Source: an optimization exercise on an open RTL-to-GDS flow (aim: small area and few clock cycles). Production flows keep margins and buffers that such runs may drop. Where RTL was checked, it was by simulation tests only, not by an equivalence proof against the original. Only the layout flow was run in runs 2 and 3; the RTL was not checked for function there. The flow treats the clock pin as an ideal source, which a real chip does not have. Power and IR drop assume default switching activity.

[design/flow/run.sh]
#!/bin/bash
# synth_recipe.tcl (not shown) runs the flow's synth.tcl, then flattens the netlist and writes it again
# the make line also repeats each setting of config.mk as NAME=value (left out here)
make -C /OpenROAD-flow-scripts/flow DESIGN_CONFIG=/design/flow/config.mk WORK_HOME=/design/flow/orfs CLKGATE_MAP_FILE= SYNTH_SCRIPT=/design/flow/synth_recipe.tcl finish
[design/flow/config.mk]
export PLATFORM = sky130hd
export DESIGN_NAME = xsvf_core
export DESIGN_NICKNAME = xsvf_core
export VERILOG_FILES = /design/flow/design.v
export SDC_FILE = /design/flow/constraint.sdc
export NUM_CORES = 4
export LEC_CHECK = 0
export CAP_MARGIN = 20
export CORE_MARGIN = 2
export CORE_UTILIZATION = 60
export CTS_BUF_LIST = sky130_fd_sc_hd__clkbuf_4 sky130_fd_sc_hd__clkbuf_8
export SLEW_MARGIN = 20
[design/flow/constraint.sdc]
create_clock -name core_clock -period 10.0 [get_ports {clk}]
set_input_delay 2.0000 -clock core_clock [delete_from_list [all_inputs] [get_ports {clk}]]
set_output_delay 2.0000 -clock core_clock [all_outputs]
set_load 0.01 [all_outputs]
[design/flow/design.v]
module xsvf_decoder (
    input  wire        clk,
    input  wire        rst,
    input  wire        start,
    input  wire        policy,       
    input  wire        in_valid,
    input  wire        in_end,
    input  wire [7:0]  in_byte,
    output wire        in_ready,
    output wire        out_valid,
    input  wire        out_ready,
    output reg  [2:0]  out_type,
    output reg  [7:0]  out_byte,
    output reg         out_last,
    output reg  [31:0] out_pos
);
    localparam [2:0] T_OPCODE   = 3'd0,
                     T_OPERAND  = 3'd1,
                     T_DIAG     = 3'd2,
                     T_DONE     = 3'd3,
                     T_FAIL_UNK = 3'd4,
                     T_FAIL_TRC = 3'd5;
    localparam [1:0] ST_NONE = 2'd0,    
                     ST_RUN  = 2'd1,    
                     ST_END  = 2'd2;    
    localparam [1:0] PH_IDLE = 2'd0,
                     PH_OPER = 2'd1,
                     PH_SIR  = 2'd2;
    localparam [2:0] LC_UNKNOWN = 3'd0,
                     LC_ZERO    = 3'd1,
                     LC_ONE     = 3'd2,
                     LC_FOUR    = 3'd3,
                     LC_REG     = 3'd4,
                     LC_REG2    = 3'd5,
                     LC_SIR     = 3'd6;
    reg [1:0]  status;
    reg        policy_q;
    reg [1:0]  phase;
    reg [13:0] sdr_m1;       
    reg [31:0] pos;
    reg [4:0]  cur_op;       
    reg [14:0] start_lo;     
    reg        wrap;         
    reg [14:0] rem_m1;       
    function [2:0] len_class(input [7:0] b);
        case (b)
            8'h00:                               len_class = LC_ZERO;
            8'h01, 8'h03, 8'h0C, 8'h0D, 8'h0E:   len_class = LC_REG;
            8'h02:                               len_class = LC_SIR;
            8'h04, 8'h08:                        len_class = LC_FOUR;
            8'h07, 8'h12:                        len_class = LC_ONE;
            8'h09, 8'h0A, 8'h0F, 8'h10, 8'h11:   len_class = LC_REG2;
            default:                             len_class = LC_UNKNOWN;
        endcase
    endfunction
    wire [2:0]  lc = len_class(in_byte);
    wire        sdr_zero = sdr_m1[13];
    reg  [14:0] op_len_m1;
    always @* begin
        case (lc)
            LC_FOUR: op_len_m1 = 15'd3;
            LC_REG:  op_len_m1 = {1'b0, sdr_m1};
            LC_REG2: op_len_m1 = {sdr_m1, 1'b1};
            default: op_len_m1 = 15'd0;    
        endcase
    end
    wire        no_operands = (lc == LC_ZERO) || (((lc == LC_REG) || (lc == LC_REG2)) && sdr_zero);
    wire [4:0]  sir_n = in_byte[7:3];
    assign out_valid = (status == ST_RUN) && in_valid;
    assign in_ready  = !start && ((status == ST_END) || ((status == ST_RUN) && out_ready));
    wire step = (status == ST_RUN) && in_valid && in_ready;
    wire adv  = step && !in_end;         
    wire trc  = (phase != PH_IDLE);      
    genvar i;
    wire [32:0] pc;
    assign pc[0] = adv;
    generate for (i = 0; i < 32; i = i + 1) begin : g_pos
        assign pc[i+1] = pc[i] & pos[i];
    end endgenerate
    wire [31:0] pos_nx = pos ^ pc[31:0];
    wire [15:0] rb;
    assign rb[0] = 1'b1;
    generate for (i = 0; i < 15; i = i + 1) begin : g_rem
        assign rb[i+1] = rb[i] & !rem_m1[i];
    end endgenerate
    wire [14:0] rem_dec  = rem_m1 ^ rb[14:0];
    wire        rem_last = rb[15];
    wire [5:0] sb;
    assign sb[0] = 1'b1;
    generate for (i = 0; i < 5; i = i + 1) begin : g_sir
        assign sb[i+1] = sb[i] & !sir_n[i];
    end endgenerate
    wire [4:0] sir_dec = sir_n ^ sb[4:0];
    wire [8:0] lb;
    assign lb[0] = 1'b1;
    generate for (i = 0; i < 8; i = i + 1) begin : g_lo
        assign lb[i+1] = lb[i] & !in_byte[i];
    end endgenerate
    wire [4:0] lo_dec = in_byte[7:3] ^ lb[7:3];
    wire [8:0] hb;
    assign hb[0] = lb[8];
    generate for (i = 0; i < 8; i = i + 1) begin : g_hi
        assign hb[i+1] = hb[i] & !sdr_m1[5+i];
    end endgenerate
    wire [8:0] hi_dec = {hb[8], sdr_m1[12:5] ^ hb[7:0]};
    wire [17:0] tb;
    assign tb[0] = wrap;
    generate for (i = 0; i < 17; i = i + 1) begin : g_trc
        assign tb[i+1] = tb[i] & !pos[15+i];
    end endgenerate
    wire [16:0] trc_hi = pos[31:15] ^ tb[16:0];
    always @* begin
        out_type = T_OPERAND;
        out_byte = in_byte;
        out_last = 1'b0;
        out_pos  = pos;
        if (in_end) begin
            out_last = 1'b1;
            if (!trc) begin
                out_type = T_DONE;
                out_byte = 8'h00;
            end else begin
                out_type = T_FAIL_TRC;
                out_byte = {3'b000, cur_op};
                out_pos  = {trc_hi, start_lo};
            end
        end else begin
            case (phase)
                PH_IDLE: begin
                    if (lc == LC_UNKNOWN) begin
                        out_type = policy_q ? T_DIAG : T_FAIL_UNK;
                        out_last = !policy_q;
                    end else begin
                        out_type = T_OPCODE;
                        out_last = no_operands;
                    end
                end
                PH_SIR: begin
                    out_type = T_OPERAND;
                    out_last = (sir_n == 5'd0);
                end
                default: begin
                    out_type = T_OPERAND;
                    out_last = rem_last;
                end
            endcase
        end
    end
    always @(posedge clk) begin
        if (rst) begin
            status <= ST_NONE;
        end else if (start) begin
            status <= ST_RUN;
        end else if (step && (in_end || ((phase == PH_IDLE) && (lc == LC_UNKNOWN) && !policy_q))) begin
            status <= ST_END;
        end
    end
    always @(posedge clk) begin
        pos <= start ? 32'd0 : pos_nx;
    end
    always @(posedge clk) begin
        if (start) begin
            policy_q <= policy;
            phase    <= PH_IDLE;
            sdr_m1   <= 14'h3FFF;
        end else if (adv) begin
            wrap <= (trc && wrap) || pc[15];
            case (phase)
                PH_IDLE: begin
                    cur_op   <= in_byte[4:0];
                    start_lo <= pos[14:0];
                    if (lc == LC_SIR) begin
                        phase <= PH_SIR;
                    end else if ((lc != LC_UNKNOWN) && !no_operands) begin
                        phase  <= PH_OPER;
                        rem_m1 <= op_len_m1;
                    end
                end
                PH_SIR: begin
                    if (sir_n == 5'd0) begin
                        phase <= PH_IDLE;
                    end else begin
                        phase  <= PH_OPER;
                        rem_m1 <= {10'd0, sir_dec};
                    end
                end
                default: begin
                    rem_m1 <= rem_dec;
                    if (cur_op == 5'h08) begin
                        if (rem_m1 == 15'd3)
                            sdr_m1[12:5] <= in_byte;
                        if (rem_m1 == 15'd2)
                            sdr_m1 <= {hi_dec, lo_dec};
                    end
                    if (rem_last)
                        phase <= PH_IDLE;
                end
            endcase
        end
    end
endmodule
module frame_builder (
    input  wire        clk,
    input  wire        rst,
    input  wire        req_valid,
    input  wire        req_kind,     
    input  wire [7:0]  req_tag,
    input  wire [15:0] req_len,
    output wire        req_ready,
    input  wire        pl_valid,
    input  wire [7:0]  pl_byte,
    output wire        pl_ready,
    output reg         out_valid,
    input  wire        out_ready,
    output reg  [7:0]  out_byte,
    output wire        out_last,
    output wire        out_err
);
    localparam [7:0] MARKER = 8'h58;
    localparam [3:0] S_IDLE = 4'd0,
                     S_MCMD = 4'd1,    
                     S_MRAW = 4'd2,    
                     S_LEN4 = 4'd3,    
                     S_TAG  = 4'd4,    
                     S_HI   = 4'd9,    
                     S_LO   = 4'd5,    
                     S_PAY  = 4'd6,
                     S_CSUM = 4'd7,
                     S_ERR  = 4'd8;
    reg [3:0]  state;
    reg [15:0] cnt;      
    reg [7:0]  acc;      
    wire fin = (state == S_CSUM) || (state == S_ERR);
    assign req_ready = (state == S_IDLE) || (fin && out_ready);
    assign pl_ready  = (state == S_PAY) && out_ready;
    assign out_last  = fin;
    assign out_err   = (state == S_ERR);
    genvar i;
    wire [6:0] lc4;
    assign lc4[0] = 1'b1;
    generate for (i = 0; i < 6; i = i + 1) begin : g_len4
        assign lc4[i+1] = lc4[i] & cnt[2+i];
    end endgenerate
    wire [7:0] len4 = {cnt[7:2] ^ lc4[5:0], cnt[1:0]};
    always @* begin
        out_valid = 1'b1;
        out_byte  = acc;
        case (state)
            S_IDLE: out_valid = 1'b0;
            S_MCMD, S_MRAW: out_byte = MARKER;
            S_LEN4: out_byte = len4;
            S_TAG, S_HI: out_byte = cnt[15:8];
            S_LO:   out_byte = cnt[7:0];
            S_PAY: begin
                out_valid = pl_valid;
                out_byte  = pl_byte;
            end
            default: ;
        endcase
    end
    wire xfer   = out_valid && out_ready;
    wire accept = req_valid && req_ready;
    wire count  = xfer && ((state == S_LO) || (state == S_PAY));
    wire [16:0] cb;
    assign cb[0] = count;
    generate for (i = 0; i < 16; i = i + 1) begin : g_cnt
        assign cb[i+1] = cb[i] & !cnt[i];
    end endgenerate
    wire [15:0] cnt_dec  = cnt ^ cb[15:0];
    wire        cnt_zero = cb[16];
    wire [8:0] ac;
    assign ac[0] = 1'b0;
    generate for (i = 0; i < 8; i = i + 1) begin : g_acc
        assign ac[i+1] = (acc[i] & out_byte[i]) | (ac[i] & (acc[i] ^ out_byte[i]));
    end endgenerate
    wire [7:0] acc_sum = acc ^ out_byte ^ ac[7:0];
    always @(posedge clk) begin
        if (rst) begin
            state <= S_IDLE;
        end else if (accept) begin
            if (!req_kind && (req_len[15:8] != 8'd0 || req_len[7:2] == 6'h3F))
                state <= S_ERR;
            else
                state <= req_kind ? S_MRAW : S_MCMD;
        end else if (xfer) begin
            case (state)
                S_MCMD: state <= S_LEN4;
                S_MRAW: state <= S_HI;
                S_LEN4: state <= S_TAG;
                S_TAG:  state <= S_LO;
                S_HI:   state <= S_LO;
                S_LO, S_PAY: state <= cnt_zero ? S_CSUM : S_PAY;
                default: state <= S_IDLE;    
            endcase
        end
    end
    always @(posedge clk) begin
        if (accept) begin
            acc <= 8'h00;
            cnt <= {req_kind ? req_len[15:8] : req_tag, req_len[7:0]};
        end else begin
            if (xfer)
                acc <= acc_sum;
            if (xfer && (state == S_TAG))
                cnt[15:8] <= 8'd0;
            else
                cnt <= cnt_dec;
        end
    end
endmodule
module xsvf_core (
    input  wire        clk,
    input  wire        rst,
    input  wire        dec_start,
    input  wire        dec_policy,
    input  wire        dec_in_valid,
    input  wire        dec_in_end,
    input  wire [7:0]  dec_in_byte,
    output wire        dec_in_ready,
    output wire        dec_out_valid,
    input  wire        dec_out_ready,
    output wire [2:0]  dec_out_type,
    output wire [7:0]  dec_out_byte,
    output wire        dec_out_last,
    output wire [31:0] dec_out_pos,
    input  wire        fb_req_valid,
    input  wire        fb_req_kind,
    input  wire [7:0]  fb_req_tag,
    input  wire [15:0] fb_req_len,
    output wire        fb_req_ready,
    input  wire        fb_pl_valid,
    input  wire [7:0]  fb_pl_byte,
    output wire        fb_pl_ready,
    output wire        fb_out_valid,
    input  wire        fb_out_ready,
    output wire [7:0]  fb_out_byte,
    output wire        fb_out_last,
    output wire        fb_out_err
);
    xsvf_decoder u_dec (
        .clk       (clk),
        .rst       (rst),
        .start     (dec_start),
        .policy    (dec_policy),
        .in_valid  (dec_in_valid),
        .in_end    (dec_in_end),
        .in_byte   (dec_in_byte),
        .in_ready  (dec_in_ready),
        .out_valid (dec_out_valid),
        .out_ready (dec_out_ready),
        .out_type  (dec_out_type),
        .out_byte  (dec_out_byte),
        .out_last  (dec_out_last),
        .out_pos   (dec_out_pos)
    );
    frame_builder u_fb (
        .clk       (clk),
        .rst       (rst),
        .req_valid (fb_req_valid),
        .req_kind  (fb_req_kind),
        .req_tag   (fb_req_tag),
        .req_len   (fb_req_len),
        .req_ready (fb_req_ready),
        .pl_valid  (fb_pl_valid),
        .pl_byte   (fb_pl_byte),
        .pl_ready  (fb_pl_ready),
        .out_valid (fb_out_valid),
        .out_ready (fb_out_ready),
        .out_byte  (fb_out_byte),
        .out_last  (fb_out_last),
        .out_err   (fb_out_err)
    );
endmodule
==> flow_summary_export.csv, run 1 <==
group,metric,value,unit
grt,grt_use_met3,4.92,%
setup_path,path_common_cell,"ha_1",
synth,synth_area,7330,um^2
drt,vias,5983,
setup_path,critPathCaptureType,"flip-flop",
drt,viasPerCell,5.81,
synth,synth.distinct_cells,61,
grt,antenna_found_initial,0,
drt,antenna_left,0,
floorplanning,io_pins,110,
power_and_ir_drop,p_leak,3.90,nW
setup_path,critical_path_arrival,9.30,ns
timing,rsz0062_at_grt,"no",
drt,wire_per_inst,16.2,um
setup_path,cp_num_buf_inv,1,
floorplanning,rows,40,
setup_path,max_stage_delay,0.42,ns
setup_path,critical_path_class,"in2reg",
grt,overflow,0,
final_layout,final_nets,1032,
clocking,htreeDepth,4,
floorplanning,fp.dieArea,13100,um^2
power_and_ir_drop,p_per_area,140,nW/um^2
final_layout,layout-drive-gt1-share,7.93,%
floorplanning,core,12000,um^2
final_layout,syn_to_final_growth,21.2,%
drt,drtIter0Drc,543,
clocking,post_cts_buffers,0,
final_layout,fin_cells,1030,
timing,fin_worst_skew,0.00671,ns
timing,tightestPinTransition,0.983,ns
final_layout,design_area,8890,um^2
setup_path,cp-start-kind,"primary input",
clocking,hold_buffers,0,
clocking,clk_path_buf_depth,2,
synth,synth_edf_count,45,
grt,grt_pass1_vias,5774,
grt,top_usage_layer,"met2",
final_layout,final_cell_mix,"108 x clkdlybuf4s50_1, 105 x ha_1, 78 x inv_1, 70 x dfxtp_1, 57 x nor2_1",
grt,use_met1,33.2,%
setup_path,required,10.31,ns
timing,fmax,0.111,GHz
clocking,path_clk_slew,0.07,ns
synth,synth_nets,938,
grt,grtUsageTotal,26.5,%
synth,ys_seq_area_share,37.5,%
grt,grt_first_pass_wirelength,27300,um
final_layout,fillerInstances,879,
timing,setup_viol,0,
final_layout,diodes,0,
drt,firstDrtPassIters,5,
synth,ys.flop_type,"dfxtp_1",
grt,grt_max_degree,53,
hold_path,hold_path_class,"reg2reg",
final_layout,final_common_cell,"clkdlybuf4s50_1",
floorplanning,die-height,115,um
synth,syn_area_per_cell,9.45,um^2
clocking,clock_latency,0.44,ns
setup_path,crit_fanout,6,
place,place_congestion,0.958,
place,placed_cell_area,8480,um^2
timing,finalHoldViolCount,0,
timing,fin_tns_setup,0,ns
setup_path,regToRegSetupSlack,2.58,ns
timing,maxSlewHeadroom,34.1,%
clocking,cts_made_buffers,17,
setup_path,critical_path.slowest_cell,"clkdlybuf4s50_1",
timing,hold_slack,0.462,ns
synth,ys_ff_latch,115,
clocking,cts_tree,"yes",
timing,layout_min_cycle_time,8.99,ns
power_and_ir_drop,peakVddDrop,0.0922,mV
floorplanning,die_x,115,um
place,place_hpwl,12600,um
run,drv_cap,0,
grt,use_met2,44.7,%
setup_path,cpLargestDelayFamily,"adder cells",
timing,fin_crit_sh,89.9,%
drt,drt_wl_total,16700,um
clocking,cts_resized,0,
timing,drv_slew,0,
run_status,status,"timing/DRC/antenna clean",
drt,route.detailed.drc,0,
synth,synth_cells,776,
synth,async_flop_share,0,%
clocking,cts_sinks,115,
place,place_inst,998,
place,io_buffers,109,
floorplanning,start_util,61.3,%
synth,synth_warnings,2,
clocking,cts.root.buffer_cell,"clkbuf_8",
==> per-stage QoR <==
step                utilization (%)  power, W  setup WS, ns
floorplan                         -  0.000698          1.33
global route                   74.3   0.00130         0.711
detailed placement             70.9  0.000791         0.577
CTS                            74.3   0.00124          1.01
finish                         74.3   0.00124          1.01
global placement               70.9  0.000782         0.783
==> logic make-up after synthesis <==
group,Yosys count,share of synthesized area [%]
adders and majority gates,111,19.6
xor gates and xnor gates,6,0.717
DFF,115,37.5
muxes,28,4.09
and+or+nand+nor,226,15.7
buffers and inverters,118,6.38
AOI/OAI and AO/OA,172,16.0
==> worst register-to-register path, delay by kind of cell, from the launching register on <==
kind / cells / cell delay, ns
flops: 1 / 0.38
simple gates: 3 / 0.55
fa+ha+maj: 31 / 6.34
==> state kept, by name (all words and copies together) (netlist names) <==
name	cells
u_fb.cnt	16
u_dec.sdr_m1	14
u_dec.rem_m1	15
u_dec.start_lo	15
u_fb.acc	8
u_dec.policy_q	1
u_dec.pos	32
u_dec.cur_op	5
u_dec.phase	2
u_dec.status	2
u_fb.state	4
u_dec.wrap	1
==> synth_stat cells, types with 3 or more instances <==
master / instances / share of area (%)
nor3_1: 9 / 0.61
dfxtp_1: 70 / 19
nand3b_1: 3 / 0.31
or3_1: 11 / 0.94
mux2i_1: 12 / 1.6
buf_2: 8 / 0.55
or2_2: 6 / 0.51
a211oi_1: 7 / 0.72
and2_1: 4 / 0.34
mux2_2: 16 / 2.5
and3_1: 4 / 0.34
nor4_1: 5 / 0.43
ha_1: 105 / 18
a211o_1: 10 / 1.2
nand4_1: 4 / 0.34
a31oi_1: 4 / 0.34
o31ai_1: 3 / 0.31
o21ai_0: 55 / 3.8
a22oi_1: 13 / 1.3
a21oi_1: 25 / 1.7
nor3_2: 3 / 0.41
fa_1: 6 / 1.6
a21o_1: 10 / 1.0
a221o_1: 8 / 1.1
nand2_1: 48 / 2.5
nor2b_1: 44 / 3.8
nand2b_1: 9 / 0.77
nand3_1: 13 / 0.89
xnor2_1: 4 / 0.48
o22ai_1: 5 / 0.43
inv_1: 78 / 4.0
edfxtp_1: 45 / 18
a32oi_1: 5 / 0.60
nor2_1: 57 / 2.9
clkbuf_1: 28 / 1.4
a32o_1: 3 / 0.41
==> report_power, final <==
group          internal, W  total, W  switching (W)
Combinational     0.000111  0.000239       0.000128
Sequential        0.000518  0.000547      0.0000293
Clock             0.000256  0.000454       0.000198
==> final cells by class <==
type | count | area [um^2] | share of cell area [%]
clock inverter | 12 | 155 | 1.75
multi-input combinational | 543 | 4120 | 46.3
timing repair buffer | 115 | 1130 | 12.7
sequential | 115 | 2750 | 31.0
inverter | 78 | 293 | 3.29
clock buffer | 20 | 256 | 2.89
tap | 147 | 184 | 2.07
==> metal layers <==
metal	up-vias	routed length [um]
li1	2949	-
met1	2770	7150
met2	225	8050
met3	39	1000
met4	0	497
met5	-	0
==> worst paths after layout <==
kind / from / end / cells after the start
setup reg to reg: u_dec.status[1] / u_dec.pos[30] / 34
hold reg to reg: u_dec.pos[1] / u_dec.start_lo[1] / 0
hold / removal: u_dec.pos[1] / u_dec.start_lo[1] / 0
setup / recovery: dec_in_valid / u_dec.pos[30] / 35
Testbench counts, summed over its fixed seeds: cycles 71,755.
==> inputs of run 2 (changes only) <==
--- a/design/flow/design.v
+++ b/design/flow/design.v
@@ -38,3 +38,3 @@
     reg [1:0]  phase;
-    reg [13:0] sdr_m1;       
+    reg [13:0] nsdr;         
     reg [31:0] pos;
@@ -43,3 +43,3 @@
     reg        wrap;         
-    reg [14:0] rem_m1;       
+    reg [14:0] nrem;         
     function [2:0] len_class(input [7:0] b);
@@ -56,10 +56,10 @@
     wire [2:0]  lc = len_class(in_byte);
-    wire        sdr_zero = sdr_m1[13];
-    reg  [14:0] op_len_m1;
+    wire        sdr_zero = !nsdr[13];
+    reg  [14:0] op_nlen;
     always @* begin
         case (lc)
-            LC_FOUR: op_len_m1 = 15'd3;
-            LC_REG:  op_len_m1 = {1'b0, sdr_m1};
-            LC_REG2: op_len_m1 = {sdr_m1, 1'b1};
-            default: op_len_m1 = 15'd0;    
+            LC_FOUR: op_nlen = 15'h7FFC;
+            LC_REG:  op_nlen = {1'b1, nsdr};
+            LC_REG2: op_nlen = {nsdr, 1'b0};
+            default: op_nlen = 15'h7FFF;    
         endcase
@@ -80,29 +80,30 @@
     wire [31:0] pos_nx = pos ^ pc[31:0];
-    wire [15:0] rb;
-    assign rb[0] = 1'b1;
+    wire [15:0] rc;
+    assign rc[0] = 1'b1;
     generate for (i = 0; i < 15; i = i + 1) begin : g_rem
-        assign rb[i+1] = rb[i] & !rem_m1[i];
+        assign rc[i+1] = rc[i] & nrem[i];
     end endgenerate
-    wire [14:0] rem_dec  = rem_m1 ^ rb[14:0];
-    wire        rem_last = rb[15];
-    wire [5:0] sb;
-    assign sb[0] = 1'b1;
+    wire [14:0] nrem_inc = nrem ^ rc[14:0];
+    wire        rem_last = rc[15];
+    wire [5:0] sc;
+    assign sc[0] = 1'b1;
     generate for (i = 0; i < 5; i = i + 1) begin : g_sir
-        assign sb[i+1] = sb[i] & !sir_n[i];
+        assign sc[i+1] = sc[i] & !sir_n[i];
     end endgenerate
-    wire [4:0] sir_dec = sir_n ^ sb[4:0];
-    wire [8:0] lb;
-    assign lb[0] = 1'b1;
+    wire [4:0] sir_nlen = ~sir_n ^ sc[4:0];
+    wire [8:0] lcy;
+    assign lcy[0] = 1'b1;
     generate for (i = 0; i < 8; i = i + 1) begin : g_lo
-        assign lb[i+1] = lb[i] & !in_byte[i];
+        assign lcy[i+1] = lcy[i] & !in_byte[i];
     end endgenerate
-    wire [4:0] lo_dec = in_byte[7:3] ^ lb[7:3];
-    wire [8:0] hb;
-    assign hb[0] = lb[8];
+    wire [4:0] lo_n = ~in_byte[7:3] ^ lcy[7:3];
+    wire [8:0] hcy;
+    assign hcy[0] = lcy[8];
     generate for (i = 0; i < 8; i = i + 1) begin : g_hi
-        assign hb[i+1] = hb[i] & !sdr_m1[5+i];
+        assign hcy[i+1] = hcy[i] & nsdr[5+i];
     end endgenerate
-    wire [8:0] hi_dec = {hb[8], sdr_m1[12:5] ^ hb[7:0]};
+    wire [13:0] nsdr_new = {!hcy[8], nsdr[12:5] ^ hcy[7:0], lo_n};
+    wire        trc_out = in_end && trc;
     wire [17:0] tb;
-    assign tb[0] = wrap;
+    assign tb[0] = wrap && trc_out;
     generate for (i = 0; i < 17; i = i + 1) begin : g_trc
@@ -110,3 +111,3 @@
     end endgenerate
-    wire [16:0] trc_hi = pos[31:15] ^ tb[16:0];
+    wire [16:0] out_hi = pos[31:15] ^ tb[16:0];
     always @* begin
@@ -115,3 +116,3 @@
         out_last = 1'b0;
-        out_pos  = pos;
+        out_pos  = {out_hi, pos[14:0]};
         if (in_end) begin
@@ -124,3 +125,3 @@
                 out_byte = {3'b000, cur_op};
-                out_pos  = {trc_hi, start_lo};
+                out_pos  = {out_hi, start_lo};
             end
@@ -164,3 +165,3 @@
             phase    <= PH_IDLE;
-            sdr_m1   <= 14'h3FFF;
+            nsdr     <= 14'd0;
         end else if (adv) begin
@@ -175,3 +176,3 @@
                         phase  <= PH_OPER;
-                        rem_m1 <= op_len_m1;
+                        nrem   <= op_nlen;
                     end
@@ -183,3 +184,3 @@
                         phase  <= PH_OPER;
-                        rem_m1 <= {10'd0, sir_dec};
+                        nrem   <= {10'h3FF, sir_nlen};
                     end
@@ -187,8 +188,8 @@
                 default: begin
-                    rem_m1 <= rem_dec;
+                    nrem <= nrem_inc;
                     if (cur_op == 5'h08) begin
-                        if (rem_m1 == 15'd3)
-                            sdr_m1[12:5] <= in_byte;
-                        if (rem_m1 == 15'd2)
-                            sdr_m1 <= {hi_dec, lo_dec};
+                        if (nrem == 15'h7FFC)
+                            nsdr[12:5] <= ~in_byte;
+                        if (nrem == 15'h7FFD)
+                            nsdr <= nsdr_new;
                     end
@@ -230,3 +231,3 @@
     reg [3:0]  state;
-    reg [15:0] cnt;      
+    reg [15:0] ncnt;     
     reg [7:0]  acc;      
@@ -238,2 +239,3 @@
     genvar i;
+    wire [15:0] cnt = ~ncnt;
     wire [6:0] lc4;
@@ -263,9 +265,9 @@
     wire count  = xfer && ((state == S_LO) || (state == S_PAY));
-    wire [16:0] cb;
-    assign cb[0] = count;
+    wire [16:0] cc;
+    assign cc[0] = count;
     generate for (i = 0; i < 16; i = i + 1) begin : g_cnt
-        assign cb[i+1] = cb[i] & !cnt[i];
+        assign cc[i+1] = cc[i] & ncnt[i];
     end endgenerate
-    wire [15:0] cnt_dec  = cnt ^ cb[15:0];
-    wire        cnt_zero = cb[16];
+    wire [15:0] ncnt_inc = ncnt ^ cc[15:0];
+    wire        cnt_zero = cc[16];
     wire [8:0] ac;
@@ -299,3 +301,3 @@
             acc <= 8'h00;
-            cnt <= {req_kind ? req_len[15:8] : req_tag, req_len[7:0]};
+            ncnt <= ~{req_kind ? req_len[15:8] : req_tag, req_len[7:0]};
         end else begin
@@ -304,5 +306,5 @@
             if (xfer && (state == S_TAG))
-                cnt[15:8] <= 8'd0;
+                ncnt[15:8] <= 8'hFF;
             else
-                cnt <= cnt_dec;
+                ncnt <= ncnt_inc;
         end
==> design/flow/flow/run.sh (new file) <==
#!/bin/bash
set -euo pipefail
export BUFFER_PORTS_ARGS="-buffer_cell sky130_fd_sc_hd__buf_1"
export CTS_ARGS="-sink_clustering_enable -repair_clock_nets -buf_list {sky130_fd_sc_hd__clkbuf_4 sky130_fd_sc_hd__clkbuf_8} -dont_use_dummy_load"
bash standard.sh finish > standard_flow.log 2>&1
==> design/flow/standard.sh (new file) <==
#!/bin/bash
# synth_recipe.tcl (not shown) runs the flow's synth.tcl, then flattens the netlist and writes it again
# the make line also repeats each setting of config.mk as NAME=value (left out here)
make -C /OpenROAD-flow-scripts/flow DESIGN_CONFIG=/design/flow/config.mk WORK_HOME=/design/flow/orfs CLKGATE_MAP_FILE= SYNTH_SCRIPT=/design/flow/synth_recipe.tcl "${@:-finish}"
--- a/design/flow/config.mk
+++ b/design/flow/config.mk
@@ -10,3 +10,2 @@
 export CORE_UTILIZATION = 60
-export CTS_BUF_LIST = sky130_fd_sc_hd__clkbuf_4 sky130_fd_sc_hd__clkbuf_8
 export SLEW_MARGIN = 20
removed: design/flow/run.sh
==> run 2 against run 1 <==
Net effect: sequential power up 3%; register-to-register slack got worse by 0.02 ns; global-route usage down 1.8 points; critical path type unchanged; design area is 9.3% lower; routed wire length shrank 4.5%; sequential share of layout area up 3.2 points; largest power group unchanged; utilization decreased by 7.2 points; non-clock buffer count grew 1; highest routed layer unchanged; critical endpoint is now u_dec.pos[31].
==> flow_summary_export.csv, run 2 <==
group,metric,value,unit
setup_path,cp_num_buf_inv,2,
synth,async_flop_share,0,%
floorplanning,fp.dieArea,13200,um^2
place,place_inst,972,
timing,drv_slew,0,
setup_path,max_stage_delay,0.31,ns
synth,muxShareOfSynthArea,5.83,%
clocking,clk_path_buf_depth,2,
final_layout,largest_reg_flops,32,
drt,antenna_left,0,
synth,synth.distinct_cells,75,
clocking,cts_tree,"yes",
clocking,cts_made_buffers,17,
run_status,status,"timing/DRC/antenna clean",
grt,grtUsageTotal,24.7,%
timing,fin_worst_skew,0.0267,ns
timing,tightestPinTransition,0.776,ns
synth,ys_ff_latch,115,
drt,wl_met3,685,um
final_layout,syn_to_final_growth,9.21,%
synth,synthSimpleGateAreaFrac,16.9,%
setup_path,critical_path_class,"in2reg",
grt,antenna_found_initial,0,
floorplanning,io_pins,110,
timing,rsz0062_at_grt,"no",
grt,grt_first_pass_wirelength,25700,um
drt,drt-met1-wl,6940,um
final_layout,diodes,0,
floorplanning,die_x,115,um
setup_path,required,10.29,ns
synth,synth_most_common_cell,"ha_1",
power_and_ir_drop,p_leak,3.59,nW
floorplanning,die-height,115,um
timing,fin_tns_setup,0,ns
synth,synth_edf_count,45,
clocking,htreeDepth,4,
synth,synth_top_family_by_area,"adder cells",
drt,viasPerCell,5.81,
drt,wire_per_inst,16.1,um
setup_path,critPathCaptureType,"flip-flop",
synth,yosys.area_share.adder,19.4,%
setup_path,critical_path.slowest_cell,"and3_1",
setup_path,cp-start-kind,"primary input",
final_layout,final_cell_mix,"108 x buf_1, 105 x ha_1, 70 x dfxtp_1, 60 x inv_1, 57 x nor2_1",
final_layout,final_common_cell,"buf_1",
final_layout,largest_registers,"u_dec.pos (32), u_fb.ncnt (16)",
synth,synth_cells,749,
drt,drt_wl_total,15900,um
clocking,cts_resized,0,
setup_path,path_common_cell,"ha_1",
synth,synth.area.top_cells,"dfxtp_1 19%, edfxtp_1 18%, ha_1 18%, mux2_2 3.7%, nor2b_1 3.2%",
synth,synth_warnings,2,
run,drv_cap,0,
floorplanning,start_util,61.4,%
synth,synth_area,7380,um^2
timing,maxSlewHeadroom,47.7,%
synth,syn_area_per_cell,9.85,um^2
synth,synth-xor-area-share,0.593,%
drt,wl_met2,7900,um
timing,fin_crit_sh,87.9,%
timing,setup_viol,0,
final_layout,layout-drive-gt1-share,8.91,%
grt,overflow,0,
clocking,cts_sinks,115,
synth,synth_commonest_cells,"105 x ha_1, 70 x dfxtp_1, 60 x inv_1",
timing,layout_min_cycle_time,8.79,ns
clocking,hold_buffers,0,
drt,drtIter0Drc,376,
final_layout,final_nets,1006,
drt,route.detailed.drc,0,
power_and_ir_drop,peakVddDrop,0.127,mV
power_and_ir_drop,p_per_area,142,nW/um^2
place,place_hpwl,12000,um
synth,synth_compound_area_share,14.0,%
place,io_buffers,109,
place,place_congestion,0.964,
hold_path,hold_path_class,"reg2reg",
final_layout,fin_cells,989,
clocking,post_cts_buffers,0,
drt,highest_layer,"met4",
drt,vias,5747,
clocking,path_clk_slew,0.06,ns
drt,firstDrtPassIters,5,
synth,synth_nets,911,
setup_path,critical_path_arrival,9.08,ns
grt,grt_pass1_vias,5418,
clocking,clock_latency,0.45,ns
grt,grt_max_degree,55,
timing,fmax,0.114,GHz
synth,synth_top_cell_by_area,"dfxtp_1",
synth,ys_seq_area_share,37.3,%
timing,finalHoldViolCount,0,
final_layout,top_register,"u_dec.pos",
setup_path,crit_fanout,21,
floorplanning,core,12000,um^2
floorplanning,rows,40,
clocking,cts.root.buffer_cell,"clkbuf_8",
synth,ys.flop_type,"dfxtp_1",
synth,yosysTopAreaCellShare,19.0,%
setup_path,cpLargestDelayFamily,"adder cells",
run 2: changes by cell type after synthesis, moves of 8 or more:
cell	before	now
clkbuf_1	28	17
or3_1	11	3
a2bb2oi_1	1	9
a211o_1	10	2
nand2_1	48	56
a22oi_1	13	3
o21ai_0	55	31
mux2_2	16	24
inv_1	78	60
run 2: area by class of cell:
class	instances	area (um^2)
Multi-Input combinational cell	533	4200
Fill cell	1036	3950
Sequential cell	115	2750
Timing Repair Buffer	116	460
Clock buffer	17	234
Inverter	61	229
Tap cell	147	184
run 2: power by group:
group	switching (W)	internal [W]	total [W]
sequential	0.0000379	0.000526	0.000564
clock	0.000161	0.000148	0.000309
combinational	0.000161	0.000109	0.000270
run 2: worst paths after layout:
check | start | endpoint | slack [ns] | cells past startpoint
worst min-delay path | u_dec.pos[1] | u_dec.start_lo[1] | 0.47 | 0
worst min register to register | u_dec.pos[1] | u_dec.start_lo[1] | 0.47 | 0
worst max-delay path | dec_in_end | u_dec.pos[31] | 1.21 | 37
worst max register to register | u_dec.status[1] | u_dec.pos[31] | 2.56 | 35
run 2: stage by stage:
stage / cell area, um^2 / util, % / hold WS, ns / setup slack (ns) / total power [W]
floorplan: 7380 / - / 0.429 / 1.18 / 0.000763
global placement: 7820 / 65.1 / 0.443 / 0.852 / 0.000826
detailed placement: 7820 / 65.1 / 0.455 / 0.721 / 0.000840
CTS: 8060 / 67.1 / 0.471 / 1.18 / 0.00115
global route: 8060 / 67.1 / 0.487 / 0.792 / 0.00121
finish: 8060 / 67.1 / 0.468 / 1.21 / 0.00114
run 2: cells by family (layout without fill, tap and decap cells):
kind of cell	Yosys count	after routing
fa+ha+maj	111	111
xor+xnor	5	5
compound gates	145	145
buf+inv	101	194
flops	115	115
mux	40	40
simple gates	232	232
run 2: layer usage:
metal / up-vias / track usage [%]
met2: 160 / 42.4
met4: 0 / 10.4
met5: - / 0
li1: 2863 / -
met1: 2689 / 30.5
met3: 35 / 4.74
==> inputs of run 3 (changes only) <==
--- a/design/flow/flow/run.sh
+++ b/design/flow/flow/run.sh
@@ -2,2 +2,7 @@
 set -euo pipefail
+work=$(pwd)
+rm -rf "$work/scripts_area"
+cp -r "$FLOW_HOME/scripts" "$work/scripts_area"
+cp "$work/flow/abc_area.script" "$work/scripts_area/abc_area.script"
+SCRIPTS_DIR="$work/scripts_area" ABC_AREA=1 bash standard.sh synth > synth_flow.log 2>&1
 export BUFFER_PORTS_ARGS="-buffer_cell sky130_fd_sc_hd__buf_1"
==> design/flow/flow/abc_area.script (new file) <==
strash
dc2
dch -f
amap
topo
dnsize -c
==> run 3 against run 2 <==
Net effect: clock skew is 0.0018 ns lower; combinational power is 63% higher; non-clock buffer count unchanged; global-route usage rose by 2.0 points; routed wire length decreased by 8.4%; sequential share of layout area up 2.8 points; area after synthesis is 11% lower; register-to-register slack worse by 0.13 ns; via count shrank 6.3%; design area fell by 7.6%; final cell count is 5.1% lower; worst setup slack improved by 0.029 ns.
==> flow_summary_export.csv, run 3 <==
group,metric,value,unit
floorplanning,core,10700,um^2
clocking,cts.root.buffer_cell,"clkbuf_8",
setup_path,critical_path_class,"in2reg",
hold_path,hold_path_class,"reg2reg",
clocking,cts_sinks,115,
floorplanning,die_x,109,um
drt,vias,5384,
drt,wl_met2,7330,um
floorplanning,fp.dieArea,11800,um^2
drt,viasPerCell,5.73,
grt,grt_max_degree,48,
synth,synth_cells,667,
hold_path,min_from,"u_dec.nsdr[1]",
drt,antenna_left,0,
synth,syn_area_per_cell,9.84,um^2
floorplanning,rows,38,
final_layout,diodes,0,
clocking,clk_path_buf_depth,2,
timing,finalHoldViolCount,0,
final_layout,final_common_cell,"buf_1",
clocking,hold_buffers,0,
setup_path,r2r-start,"u_dec.status[1]",
final_layout,largest_reg_flops,32,
grt,overflow,0,
grt,grt_pass1_vias,5329,
clocking,htreeDepth,4,
clocking,post_cts_buffers,0,
power_and_ir_drop,peakVddDrop,0.256,mV
synth,yosysTopAreaCellShare,21.4,%
drt,drtIter0Drc,248,
floorplanning,start_util,61.1,%
synth,synth_edf_count,45,
drt,wire_per_inst,15.6,um
timing,maxSlewHeadroom,41.5,%
setup_path,r2r-end,"u_dec.pos[31]",
synth,synth.distinct_cells,40,
power_and_ir_drop,p_per_area,177,nW/um^2
synth,ys_seq_area_share,42.0,%
grt,grtUsageTotal,26.7,%
synth,ys_ff_latch,115,
synth,async_flop_share,0,%
synth,synth_top_cell_by_area,"dfxtp_1",
setup_path,worstRegToRegCells,38,
final_layout,final_cell_mix,"108 x buf_1, 105 x ha_1, 103 x clkinv_1, 74 x nor2_1, 70 x dfxtp_1",
timing,rsz0062_at_grt,"no",
drt,wl_met3,670,um
drt,drt-met1-wl,6240,um
place,io_buffers,109,
grt,grt_first_pass_wirelength,24400,um
setup_path,crit_fanout,4,
setup_path,max_stage_delay,0.23,ns
final_layout,layout-drive-gt1-share,3.50,%
synth,ys.flop_type,"dfxtp_1",
clocking,cts_tree,"yes",
clocking,path_clk_slew,0.06,ns
clocking,cts_resized,0,
final_layout,final_nets,963,
drt,route.detailed.drc,0,
floorplanning,io_pins,110,
synth,synth_area,6560,um^2
drt,firstDrtPassIters,5,
power_and_ir_drop,p_leak,2.97,nW
timing,setup_viol,0,
synth,synth_most_common_cell,"ha_1",
setup_path,required,10.30,ns
setup_path,critical_path_arrival,9.06,ns
clocking,cts_made_buffers,17,
setup_path,critical_path.slowest_cell,"ha_1",
timing,tightestPinTransition,0.874,ns
timing,hold_slack,0.463,ns
run,drv_cap,0,
setup_path,cp-start-kind,"primary input",
timing,fin_worst_skew,0.0249,ns
timing,fin_tns_setup,0,ns
timing,layout_min_cycle_time,8.76,ns
place,place_hpwl,11400,um
run_status,status,"timing/DRC/antenna clean",
drt,highest_layer,"met4",
setup_path,worstSetupStartpoint,"dec_out_ready",
synth,synth_commonest_cells,"105 x ha_1, 103 x clkinv_1, 74 x nor2_1",
synth,synth_nets,829,
final_layout,fillerInstances,941,
setup_path,path_common_cell,"ha_1",
place,place_congestion,0.853,
final_layout,syn_to_final_growth,13.5,%
final_layout,largest_registers,"u_dec.pos (32), u_fb.ncnt (16)",
grt,antenna_found_initial,0,
timing,fmax,0.114,GHz
timing,drv_slew,0,
timing,fin_crit_sh,87.6,%
clocking,clock_latency,0.42,ns
drt,drt_wl_total,14600,um
final_layout,top_register,"u_dec.pos",
synth,synth.area.top_cells,"dfxtp_1 21%, edfxtp_1 21%, ha_1 20%, clkinv_1 5.9%, nor2_1 4.2%",
final_layout,multi_input_area,3430,um^2
setup_path,critPathCaptureType,"flip-flop",
floorplanning,die-height,109,um
synth,synth_warnings,2,
final_layout,ff_latch_area,2750,um^2
setup_path,crit_end,"u_dec.pos[31]",
setup_path,regToRegSetupSlack,2.43,ns
[run 3: cell types whose count changed after synthesis, moves of 16 or more]
cell | previous run | this run
a22o_1 | 0 | 17
inv_1 | 60 | 0
clkbuf_1 | 17 | 0
o22a_1 | 1 | 18
mux2_2 | 24 | 0
mux2i_1 | 16 | 0
clkinv_1 | 1 | 103
nand2_1 | 56 | 31
nor2_1 | 57 | 74
[run 3: through the flow]
| stage | setup WS [ns] | util (%) | instance area [um^2] | cells | power [W] |
|---|---|---|---|---|---|
| final | 1.24 | 69.3 | 7450 | 939 | 0.00132 |
| after global routing | 0.949 | 69.3 | 7450 | 939 | 0.00142 |
| after CTS | 1.26 | 69.2 | 7440 | 939 | 0.00133 |
| after detailed placement | 0.832 | 67.1 | 7210 | 922 | 0.00103 |
| after global placement | 1.03 | 67.1 | 7210 | 922 | 0.00101 |
| after floorplan | 1.39 | - | 6560 | 667 | 0.000895 |
[run 3: kinds of logic after synthesis]
group	Yosys count	share of synthesized area [%]
compound gates	163	17.9
fa+ha+maj	111	21.9
buf+inv	104	5.95
flops	115	42.0
simple gates	174	12.3
[run 3: metal layers]
layer  up-vias  GRT usage [%]
li1       2690              -
met1      2535           33.0
met3        29           6.33
met5         -              0
met4         0           10.2
met2       130           45.3
[run 3: how the worst min path moves through the flow]
stage                             end  slack, ns  depth (start not counted)
finish                  u_dec.nsdr[1]       0.46                          2
detailed placement      u_dec.nsdr[1]       0.45                          2
floorplan               u_dec.nsdr[0]       0.43                          2
global placement    u_dec.start_lo[7]       0.44                          0
global route            u_dec.nsdr[1]       0.48                          2
CTS                     u_dec.nsdr[1]       0.46                          2
[run 3: area by class of cell]
type                            instances  share of cell area, %
Multi-Input combinational cell        448                   46.1
Sequential cell                       115                   37.0
Timing Repair Buffer                  116                   6.22
Inverter                              103                   5.19
Clock buffer                           17                   3.14
Tap cell                              140                   2.35
[run 3: worst max-delay path: cells and delay by family]
kind,cells,cell delay [ns]
compound gates,3,0.40
fa+ha+maj,31,6.24
buf+inv,1,0.07
simple gates,3,0.33
[run 3: power by group]
| part | switching (W) | internal, W | leakage [nW] |
|---|---|---|---|
| registers | 0.0000369 | 0.000547 | 0.955 |
| clock network | 0.000150 | 0.000149 | 0.122 |
| logic | 0.000281 | 0.000158 | 1.89 |
==> inputs of run 4 (changes only) <==
--- a/design/flow/design.v
+++ b/design/flow/design.v
@@ -39,6 +39,7 @@
     reg [13:0] nsdr;         
-    reg [31:0] pos;
+    reg [14:0] pos_lo;       
+    reg [16:0] pos_hi;       
+    reg        wrap;         
     reg [4:0]  cur_op;       
     reg [14:0] start_lo;     
-    reg        wrap;         
     reg [14:0] nrem;         
@@ -74,8 +75,8 @@
     genvar i;
-    wire [32:0] pc;
+    wire [15:0] pc;
     assign pc[0] = adv;
-    generate for (i = 0; i < 32; i = i + 1) begin : g_pos
-        assign pc[i+1] = pc[i] & pos[i];
+    generate for (i = 0; i < 15; i = i + 1) begin : g_pos
+        assign pc[i+1] = pc[i] & pos_lo[i];
     end endgenerate
-    wire [31:0] pos_nx = pos ^ pc[31:0];
+    wire [14:0] pos_lo_nx = pos_lo ^ pc[14:0];
     wire [15:0] rc;
@@ -106,8 +107,8 @@
     wire        trc_out = in_end && trc;
-    wire [17:0] tb;
-    assign tb[0] = wrap && trc_out;
-    generate for (i = 0; i < 17; i = i + 1) begin : g_trc
-        assign tb[i+1] = tb[i] & !pos[15+i];
+    wire [17:0] hc;
+    assign hc[0] = wrap && !trc_out;
+    generate for (i = 0; i < 17; i = i + 1) begin : g_phi
+        assign hc[i+1] = hc[i] & pos_hi[i];
     end endgenerate
-    wire [16:0] out_hi = pos[31:15] ^ tb[16:0];
+    wire [16:0] out_hi = pos_hi ^ hc[16:0];
     always @* begin
@@ -116,3 +117,3 @@
         out_last = 1'b0;
-        out_pos  = {out_hi, pos[14:0]};
+        out_pos  = {out_hi, pos_lo};
         if (in_end) begin
@@ -159,3 +160,3 @@
     always @(posedge clk) begin
-        pos <= start ? 32'd0 : pos_nx;
+        pos_lo <= start ? 15'd0 : pos_lo_nx;
     end
@@ -166,4 +167,8 @@
             nsdr     <= 14'd0;
+            pos_hi   <= 17'd0;
+            wrap     <= 1'b0;
         end else if (adv) begin
             wrap <= (trc && wrap) || pc[15];
+            if (!trc)
+                pos_hi <= out_hi;    
             case (phase)
@@ -171,3 +176,3 @@
                     cur_op   <= in_byte[4:0];
-                    start_lo <= pos[14:0];
+                    start_lo <= pos_lo;
                     if (lc == LC_SIR) begin
==> run 4 against run 3 <==
Net effect: still clean; fmax grew 4.2%; synthesized cell count is 5.1% lower; first-iteration DRC count up 21%; non-clock buffer count shrank 2; register-to-register slack improved by 1.7 ns.
==> flow_summary_export.csv, run 4 <==
group,metric,value,unit
place,place_inst,883,
clocking,clock_latency,0.43,ns
drt,antenna_left,0,
timing,layout_min_cycle_time,8.41,ns
final_layout,fin_cells,900,
clocking,hold_buffers,0,
setup_path,worstRegToRegCells,29,
timing,fmax,0.119,GHz
clocking,cts_made_buffers,17,
setup_path,cp-start-kind,"primary input",
synth,yosysTopAreaCellShare,22.5,%
setup_path,r2r-start,"u_fb.state[2]",
setup_path,worstSetupStartpoint,"dec_in_end",
final_layout,largest_reg_flops,17,
timing,fin_crit_sh,84.1,%
final_layout,top_register,"u_dec.pos_hi",
timing,rsz0062_at_grt,"no",
synth,async_flop_share,0,%
synth,synth.area.top_cells,"dfxtp_1 23%, edfxtp_1 21%, ha_1 18%, nor2_1 5.7%, clkinv_1 4.3%",
place,io_buffers,109,
final_layout,ff_latch_area,2740,um^2
grt,antenna_found_initial,0,
timing,layout_setup_ws,1.59,ns
synth,ys.flop_type,"dfxtp_1",
run,drv_cap,0,
grt,grt_max_degree,51,
clocking,post_cts_buffers,0,
floorplanning,start_util,61.3,%
synth,synth_nets,779,
timing,maxSlewHeadroom,36.1,%
clocking,path_clk_slew,0.07,ns
clocking,htreeDepth,4,
place,pre_cts_ws,1.59,ns
drt,wire_per_inst,16.3,um
place,place_hpwl,11100,um
synth,syn_area_per_cell,9.96,um^2
floorplanning,io_pins,110,
timing,fin_worst_skew,0.0245,ns
synth,ys_seq_area_share,43.5,%
setup_path,regToRegSetupSlack,4.15,ns
timing,drv_slew,0,
final_layout,largest_registers,"u_dec.pos_hi (17), u_fb.ncnt (16)",
setup_path,max_stage_delay,0.27,ns
synth,ys_ff_latch,115,
drt,route.detailed.drc,0,
clocking,cts_sinks,115,
synth,synth_compound_area_share,19.7,%
setup_path,critical_path_class,"in2out",
setup_path,cpLargestDelayFamily,"adder cells",
setup_path,r2r-end,"u_fb.state[0]",
final_layout,final_cell_mix,"108 x buf_1, 96 x nor2_1, 89 x ha_1, 72 x clkinv_1, 71 x dfxtp_1",
clocking,cts_tree,"yes",
setup_path,required,8.00,ns
synth,synth_cells,633,
setup_path,path_depth,24,
drt,viasPerCell,6.05,
drt,drtIter0Drc,300,
timing,setup_viol,0,
run_status,status,"timing/DRC/antenna clean",
synth,synthSimpleGateAreaFrac,12.9,%
timing,hold_slack,0.447,ns
hold_path,hold_path_class,"reg2reg",
setup_path,crit_fanout,21,
synth,synth_warnings,2,
final_layout,final_nets,912,
synth,synth_most_common_cell,"nor2_1",
place,place_congestion,0.859,
floorplanning,die-height,107,um
synth,synth_edf_count,44,
setup_path,critical_path_arrival,6.41,ns
setup_path,critical_path.slowest_cell,"buf_4",
synth,synth_commonest_cells,"96 x nor2_1, 89 x ha_1, 72 x clkinv_1",
power_and_ir_drop,peakVddDrop,0.168,mV
timing,finalHoldViolCount,0,
synth,synth-xor-area-share,0,%
synth,synth_area,6300,um^2
synth,synth_top_family_by_area,"compound AO/OA/AOI/OAI gates",
final_layout,diodes,0,
hold_path,min_from,"u_dec.pos_lo[6]",
clocking,cts.root.buffer_cell,"clkbuf_8",
grt,grt_first_pass_wirelength,24100,um
setup_path,cp_num_buf_inv,5,
timing,tightestPinTransition,0.954,ns
clocking,clk_path_buf_depth,2,
timing,fin_tns_setup,0,ns
final_layout,final_common_cell,"buf_1",
synth,yosys.area_share.adder,19.6,%
grt,overflow,0,
synth,muxShareOfSynthArea,0,%
final_layout,multi_input_area,3300,um^2
grt,grtUsageTotal,26.7,%
power_and_ir_drop,p_per_area,184,nW/um^2
grt,grt_pass1_vias,5289,
power_and_ir_drop,p_leak,2.84,nW
floorplanning,rows,37,
setup_path,path_common_cell,"ha_1",
setup_path,critPathCaptureType,"output port",
setup_path,cp_cell_sequence,"buf_1 > buf_4 > clkinv_1 > nor2_1 > buf_4 > nor2b_1 > ha_1 > ha_1 > ha_1 > ha_1 > ha_1 > ha_1 > ha_1 > ha_1 > ha_1 > ha_1 > ha_1 > ha_1 > ha_1 > ha_1 > ha_1 > ha_1 > a21oi_1 > buf_1",
final_layout,final_util,69.9,%
synth,synth.distinct_cells,38,
final_layout,syn_to_final_growth,14.0,%
drt,drt_wl_total,14700,um
setup_path,crit_end,"dec_out_pos[31]",
final_layout,layout-drive-gt1-share,3.14,%
floorplanning,die_x,107,um
clocking,cts_resized,0,
floorplanning,core,10300,um^2
floorplanning,fp.dieArea,11300,um^2
drt,firstDrtPassIters,5,
synth,synth_top_cell_by_area,"dfxtp_1",
final_layout,fillerInstances,856,
drt,vias,5442,
## run 4: cell count changes after synthesis, moves of 4 or more
cell      delta
o22a_1      -10
o32a_1       +9
nor2b_1     -16
a31oi_1      +4
nand3_1      +4
nor2_1      +22
ha_1        -16
o21ai_0     -14
clkinv_1    -31
a22oi_1     +15
a221o_1      +4
## run 4: logic make-up (layout without fill, tap and decap cells)
family | count (synthesis) | count (layout)
simple gates | 184 | 184
compound gates | 167 | 167
flops | 115 | 115
fa+ha+maj | 95 | 95
buf+inv | 72 | 203
## run 4: routing by layer
layer | wire length, um | vias to the layer above | GRT usage (%)
met2 | 7380 | 191 | 46.0
met1 | 6160 | 2586 | 33.3
met3 | 887 | 26 | 6.13
li1 | - | 2639 | -
met4 | 243 | 0 | 8.72
met5 | 0 | - | 0
## run 4: area by class of cell
type | instances | share of cell area, %
Tap cell | 136 | 2.37
Inverter | 72 | 3.76
Clock buffer | 17 | 3.26
Multi-Input combinational cell | 446 | 45.9
Timing Repair Buffer | 114 | 6.51
Sequential cell | 115 | 38.2
## run 4: power by group
group / switching, W / total, W / internal, W
logic: 0.000273 / 0.000431 / 0.000157
clock network: 0.000153 / 0.000301 / 0.000149
registers: 0.0000435 / 0.000590 / 0.000546
## run 4: stage by stage
step / power, W / instance area [um^2]
6_report: 0.00132 / 7190
5_1_grt: 0.00141 / 7190
2_1_floorplan: 0.000886 / 6300
3_5_place_dp: 0.00102 / 6950
3_3_place_gp: 0.00100 / 6920
4_1_cts: 0.00132 / 7180
## run 4: worst min path at each step
stage	to	slack, ns	cells past startpoint
2_1_floorplan	u_dec.nsdr[3]	0.43	2
3_3_place_gp	u_dec.start_lo[9]	0.44	0
3_5_place_dp	u_dec.start_lo[14]	0.45	0
4_1_cts	u_dec.start_lo[6]	0.45	0
5_1_grt	u_dec.start_lo[6]	0.46	0
6_report	u_dec.start_lo[6]	0.45	0
Testbench counts of run 4, summed over its fixed seeds: cycles 71,755.
==> inputs of run 5 (changes only) <==
--- a/design/flow/design.v
+++ b/design/flow/design.v
@@ -195,5 +195,5 @@
                     if (cur_op == 5'h08) begin
-                        if (nrem == 15'h7FFC)
+                        if (nrem[1:0] == 2'd0)
                             nsdr[12:5] <= ~in_byte;
-                        if (nrem == 15'h7FFD)
+                        if (nrem[1:0] == 2'd1)
                             nsdr <= nsdr_new;
--- a/design/flow/flow/run.sh
+++ b/design/flow/flow/run.sh
@@ -8,3 +8,6 @@
 export BUFFER_PORTS_ARGS="-buffer_cell sky130_fd_sc_hd__buf_1"
-export CTS_ARGS="-sink_clustering_enable -repair_clock_nets -buf_list {sky130_fd_sc_hd__clkbuf_4 sky130_fd_sc_hd__clkbuf_8} -dont_use_dummy_load"
+export PRE_CTS_TCL="$work/flow/manual_cts.tcl"
+export MANUAL_CTS_LEAVES=4
+export MANUAL_CTS_BUF=sky130_fd_sc_hd__clkbuf_16
+export CTS_ARGS="-repair_clock_nets -dont_use_dummy_load"
 bash standard.sh finish > standard_flow.log 2>&1
==> design/flow/flow/abc_area.script (replaced) <==
strash
&get -n
&deepsyn -T 120
&put
dch -f
amap
topo
dnsize -c
==> design/flow/flow/manual_cts.tcl (new file) <==
# Build the clock tree by hand: the clock port drives NLEAF clkbuf cells
# directly, each feeding the flip-flops of one cluster (k-means on location).
set nleaf [expr {[info exists ::env(MANUAL_CTS_LEAVES)] ? $::env(MANUAL_CTS_LEAVES) : 4}]
set bufname [expr {[info exists ::env(MANUAL_CTS_BUF)] ? $::env(MANUAL_CTS_BUF) : "sky130_fd_sc_hd__clkbuf_8"}]
set block [ord::get_db_block]
set clknet [$block findNet clk]
set sinks {}
foreach it [$clknet getITerms] {
  set inst [$it getInst]
  set loc [$inst getLocation]
  lappend sinks [list $it [lindex $loc 0] [lindex $loc 1]]
}
set n [llength $sinks]
puts "manual_cts: $n sinks, $nleaf leaves of $bufname"
# initial centres: sinks sorted by x then split evenly (deterministic)
set sorted [lsort -real -index 1 $sinks]
set cx {}; set cy {}
for {set k 0} {$k < $nleaf} {incr k} {
  set s [lindex $sorted [expr {int(($k + 0.5) * $n / $nleaf)}]]
  lappend cx [lindex $s 1]; lappend cy [lindex $s 2]
}
if {$nleaf == 4} {
  # quadrants of the sink bounding box
  set xs {}; set ys {}
  foreach s $sinks { lappend xs [lindex $s 1]; lappend ys [lindex $s 2] }
  set x0 [tcl::mathfunc::min {*}$xs]; set x1 [tcl::mathfunc::max {*}$xs]
  set y0 [tcl::mathfunc::min {*}$ys]; set y1 [tcl::mathfunc::max {*}$ys]
  set cx [list [expr {$x0+($x1-$x0)/4}] [expr {$x0+3*($x1-$x0)/4}] [expr {$x0+($x1-$x0)/4}] [expr {$x0+3*($x1-$x0)/4}]]
  set cy [list [expr {$y0+($y1-$y0)/4}] [expr {$y0+($y1-$y0)/4}] [expr {$y0+3*($y1-$y0)/4}] [expr {$y0+3*($y1-$y0)/4}]]
}
set cap [expr {int(ceil(double($n) / $nleaf))}]
for {set iter 0} {$iter < 30} {incr iter} {
  # capacity-limited assignment: all (sink, centre) pairs by distance, greedily
  set pairs {}
  set i 0
  foreach s $sinks {
    for {set k 0} {$k < $nleaf} {incr k} {
      lappend pairs [list [expr {abs([lindex $s 1]-[lindex $cx $k]) + abs([lindex $s 2]-[lindex $cy $k])}] $i $k]
    }
    incr i
  }
  set pairs [lsort -real -index 0 $pairs]
  set assign [lrepeat $n -1]
  set sc [lrepeat $nleaf 0]
  foreach p $pairs {
    lassign $p d i k
    if {[lindex $assign $i] < 0 && [lindex $sc $k] < $cap} {
      lset assign $i $k
      lset sc $k [expr {[lindex $sc $k] + 1}]
    }
  }
  set sx [lrepeat $nleaf 0.0]; set sy [lrepeat $nleaf 0.0]
  foreach s $sinks a $assign {
    lset sx $a [expr {[lindex $sx $a] + [lindex $s 1]}]
    lset sy $a [expr {[lindex $sy $a] + [lindex $s 2]}]
  }
  for {set k 0} {$k < $nleaf} {incr k} {
    if {[lindex $sc $k] > 0} {
      lset cx $k [expr {[lindex $sx $k] / [lindex $sc $k]}]
      lset cy $k [expr {[lindex $sy $k] / [lindex $sc $k]}]
    }
  }
}
puts "manual_cts: cluster sizes $sc"
set master [[ord::get_db] findMaster $bufname]
set leafsrc $clknet
if {$nleaf > 4} {
  set rootname [expr {[info exists ::env(MANUAL_CTS_ROOT)] ? $::env(MANUAL_CTS_ROOT) : "sky130_fd_sc_hd__clkbuf_8"}]
  set rinst [odb::dbInst_create $block [[ord::get_db] findMaster $rootname] "clkbuf_root_clk"]
  set leafsrc [odb::dbNet_create $block "clknet_root_clk"]
  $leafsrc setSigType CLOCK
  [$rinst findITerm A] connect $clknet
  [$rinst findITerm X] connect $leafsrc
  set mx 0.0; set my 0.0
  for {set k 0} {$k < $nleaf} {incr k} { set mx [expr {$mx + [lindex $cx $k]}]; set my [expr {$my + [lindex $cy $k]}] }
  $rinst setLocation [expr {int($mx / $nleaf)}] [expr {int($my / $nleaf)}]
  $rinst setPlacementStatus PLACED
}
for {set k 0} {$k < $nleaf} {incr k} {
  set inst [odb::dbInst_create $block $master "clkbuf_leaf_${k}_clk"]
  set net [odb::dbNet_create $block "clknet_leaf_${k}_clk"]
  $net setSigType CLOCK
  [$inst findITerm A] connect $leafsrc
  [$inst findITerm X] connect $net
  $inst setLocation [expr {int([lindex $cx $k])}] [expr {int([lindex $cy $k])}]
  $inst setPlacementStatus PLACED
  foreach s $sinks a $assign {
    if {$a == $k} {
      set it [lindex $s 0]
      $it disconnect
      $it connect $net
    }
  }
}
$clknet setSigType CLOCK
set_cts_config -skip_nets [list clk]
set_propagated_clock [all_clocks]
==> run 5 against run 4 <==
Net effect: clock power decreased by 34%; critical path depth fell by 1; sequential cell count unchanged; largest cell class unchanged; largest power group unchanged; highest routed layer unchanged.
==> flow_summary_export.csv, run 5 <==
group,metric,value,unit
setup_path,worstRegToRegCells,26,
final_layout,final_cell_mix,"109 x buf_1, 89 x ha_1, 78 x clkinv_1, 71 x dfxtp_1, 68 x nor2_1",
setup_path,required,8.00,ns
floorplanning,io_pins,110,
drt,antenna_left,0,
synth,ys.flop_type,"dfxtp_1",
clocking,hold_buffers,0,
synth,syn_area_per_cell,10.0,um^2
clocking,path_clk_slew,0.12,ns
hold_path,min_from,"u_dec.pos_lo[6]",
final_layout,syn_to_final_growth,11.6,%
hold_path,holdPathStages,0,
drt,highest_layer,"met4",
drt,drtIter0Drc,359,
setup_path,critPathCaptureType,"output port",
floorplanning,core,9860,um^2
timing,fmax,0.116,GHz
power_and_ir_drop,p_leak,2.69,nW
setup_path,r2r-end,"u_fb.ncnt[15]",
timing,layout_setup_ws,1.38,ns
drt,firstDrtPassIters,4,
final_layout,layout-drive-gt1-share,1.37,%
synth,ys_ff_latch,115,
synth,ys_seq_area_share,44.7,%
hold_path,hold_end,"u_dec.start_lo[6]",
drt,viasPerCell,5.87,
synth,synth_cells,614,
timing,maxSlewHeadroom,35.7,%
grt,grt_first_pass_wirelength,23500,um
timing,drv_slew,0,
grt,grt_max_degree,37,
drt,vias,5070,
place,pre_cts_ws,1.44,ns
place,place_congestion,0.967,
setup_path,critical_path_arrival,6.62,ns
setup_path,crit_fanout,12,
run,drv_cap,0,
timing,fin_crit_sh,86.2,%
synth,async_flop_share,0,%
final_layout,final_common_cell,"buf_1",
grt,grtUsageTotal,25.4,%
place,place_hpwl,10700,um
drt,wire_per_inst,16.5,um
timing,fin_tns_setup,0,ns
final_layout,diodes,0,
drt,route.detailed.drc,0,
run_status,status,"timing/DRC/antenna clean",
drt,wl_met2,6580,um
power_and_ir_drop,finalPower,0.00105,W
synth,synth_top_cell_by_area,"dfxtp_1",
timing,fin_worst_skew,0.0206,ns
floorplanning,start_util,62.3,%
place,io_buffers,109,
timing,finalHoldViolCount,0,
grt,overflow,0,
floorplanning,fp.dieArea,11100,um^2
setup_path,regToRegSetupSlack,4.35,ns
final_layout,final_nets,879,
setup_path,critical_path_class,"in2out",
synth,synth_nets,760,
power_and_ir_drop,peakVddDrop,0.135,mV
place,placed_cell_area,6750,um^2
synth,synth.area.top_cells,"dfxtp_1 23%, edfxtp_1 22%, ha_1 18%, clkinv_1 4.8%, nor2_1 4.3%",
synth,synth_edf_count,44,
final_layout,top_register,"u_dec.pos_hi",
timing,rsz0062_at_grt,"no",
hold_path,hold_path_class,"reg2reg",
clocking,cts_resized,0,
setup_path,cp-start-kind,"primary input",
synth,synth_most_common_cell,"ha_1",
timing,layout_min_cycle_time,8.62,ns
floorplanning,die_x,105,um
timing,setup_viol,0,
synth,synth_area,6140,um^2
grt,antenna_found_initial,0,
setup_path,r2r-start,"u_fb.state[2]",
floorplanning,die-height,105,um
clocking,post_cts_buffers,0,
final_layout,design_area,6850,um^2
power_and_ir_drop,p_per_area,153,nW/um^2
synth,synth.distinct_cells,34,
synth,synth_warnings,2,
clocking,clock_latency,0.18,ns
grt,grt_pass1_vias,4950,
drt,drt-met1-wl,6510,um
final_layout,largest_reg_flops,17,
synth,yosysTopAreaCellShare,23.1,%
final_layout,largest_registers,"u_dec.pos_hi (17), u_fb.ncnt (16)",
timing,tightestPinTransition,0.960,ns
final_layout,final_util,69.5,%
drt,wl_met3,879,um
drt,drt_wl_total,14200,um
floorplanning,rows,36,
synth,synth_commonest_cells,"89 x ha_1, 78 x clkinv_1, 71 x dfxtp_1",
-- run 5: cell count changes in the layout (fill, tap and decap cells not counted), sizes merged, moves of 14 or more --
cell    before  now
o22ai       12   27
a22o        17    0
nand2       32   46
nor2        96   70
a32o         2   17
clkbuf      18    4
a22oi       20    0
-- run 5: cells by family (layout without fill, tap and decap cells) --
| kind of cell | count (synthesis) | count (layout) | share of synthesized area, % |
|---|---|---|---|
| buffers and inverters | 78 | 195 | 4.77 |
| and+or+nand+nor | 171 | 171 | 12.5 |
| AOI/OAI and AO/OA | 155 | 155 | 18.0 |
| adders and majority gates | 95 | 95 | 20.1 |
| DFF | 115 | 115 | 44.7 |
-- run 5: layer usage --
metal | vias to the layer above | track usage, %
li1 | 2510 | -
met1 | 2367 | 36.3
met2 | 168 | 42.5
met3 | 25 | 2.25
met4 | 0 | 5.05
met5 | - | 0
-- run 5: how the worst max path moves through the flow --
stage / start / endpoint / cells after the start
after global routing: dec_in_end / dec_out_pos[31] / 23
after global placement: dec_in_end / dec_out_pos[31] / 23
after floorplan: dec_in_end / dec_out_pos[31] / 21
after CTS: dec_in_end / dec_out_pos[31] / 23
final: dec_in_end / dec_out_pos[31] / 23
after detailed placement: dec_in_end / dec_out_pos[31] / 23
-- run 5: cell type report --
cell class / instances / area [um^2]
multi-input combinational: 421 / 3110
fill: 782 / 3010
sequential: 115 / 2740
timing repair buffer: 113 / 439
inverter: 78 / 293
tap: 133 / 166
buffer: 4 / 100
-- run 5: worst max-delay path, cell delays in order --
cell and delay, ns:
buf_1 0.36, clkinv_1 0.23, nor2_1 0.32, nor2_1 0.08, ha_1 0.21, ha_1 0.20
ha_1 0.20, ha_1 0.20, ha_1 0.20, ha_1 0.19, ha_1 0.20, ha_1 0.20
ha_1 0.20, ha_1 0.20, ha_1 0.20, ha_1 0.20, ha_1 0.20, ha_1 0.22
ha_1 0.20, ha_1 0.21, a21oi_1 0.20, clkinv_1 0.08, buf_1 0.12
-- run 5: power breakdown --
group          leakage [nW]  internal, W  switching, W
Sequential            0.944     0.000537     0.0000333
Clock                0.0493    0.0000747      0.000124
Combinational          1.70     0.000103      0.000177
Total                  2.69     0.000714      0.000335
-- run 5: stage by stage --
stage	instances	hold WS, ns
global route	864	0.490
detailed placement	860	0.448
CTS	864	0.471
finish	864	0.459
floorplan	614	0.435
global placement	860	0.449
Testbench counts of run 5, summed over its fixed seeds: cycles 71,755.

==> what the ideal ports hide <==
The results above use ideal ports. As a check the final layouts listed here were re-extracted and re-timed, cells and wires unchanged.
Step 1 assumes that a clkbuf_16 drives the clock port and a buf_2 every other input.
Step 2 moves the port delays by t, midway between the first and last clock arrival at a register: inputs arrive t later, outputs are due t later. That takes back most of the time a late clock gives input paths.
a / b / c = ideal ports / drivers / drivers and shift; a / b = the first two.
run | t (ns) | setup slack, ns | slew at the worst register clock pin (ns)
run 1 | 0.474 | 1.006 / 1.015 / 0.541 | 0.07 / 0.07
run 2 | 0.469 | 1.210 / 1.222 / 0.753 | 0.08 / 0.08
run 3 | 0.446 | 1.239 / 1.246 / 0.800 | 0.08 / 0.08
run 4 | 0.445 | 1.591 / 1.566 / 1.566 | 0.08 / 0.08
run 5 | 0.254 | 1.383 / 1.360 / 1.360 | 0.12 / 0.12
After both steps every run listed still meets setup and hold. For run 1, which loses most, drivers alone change the setup slack by +0.009 ns; drivers and shift together by -0.465 ns.
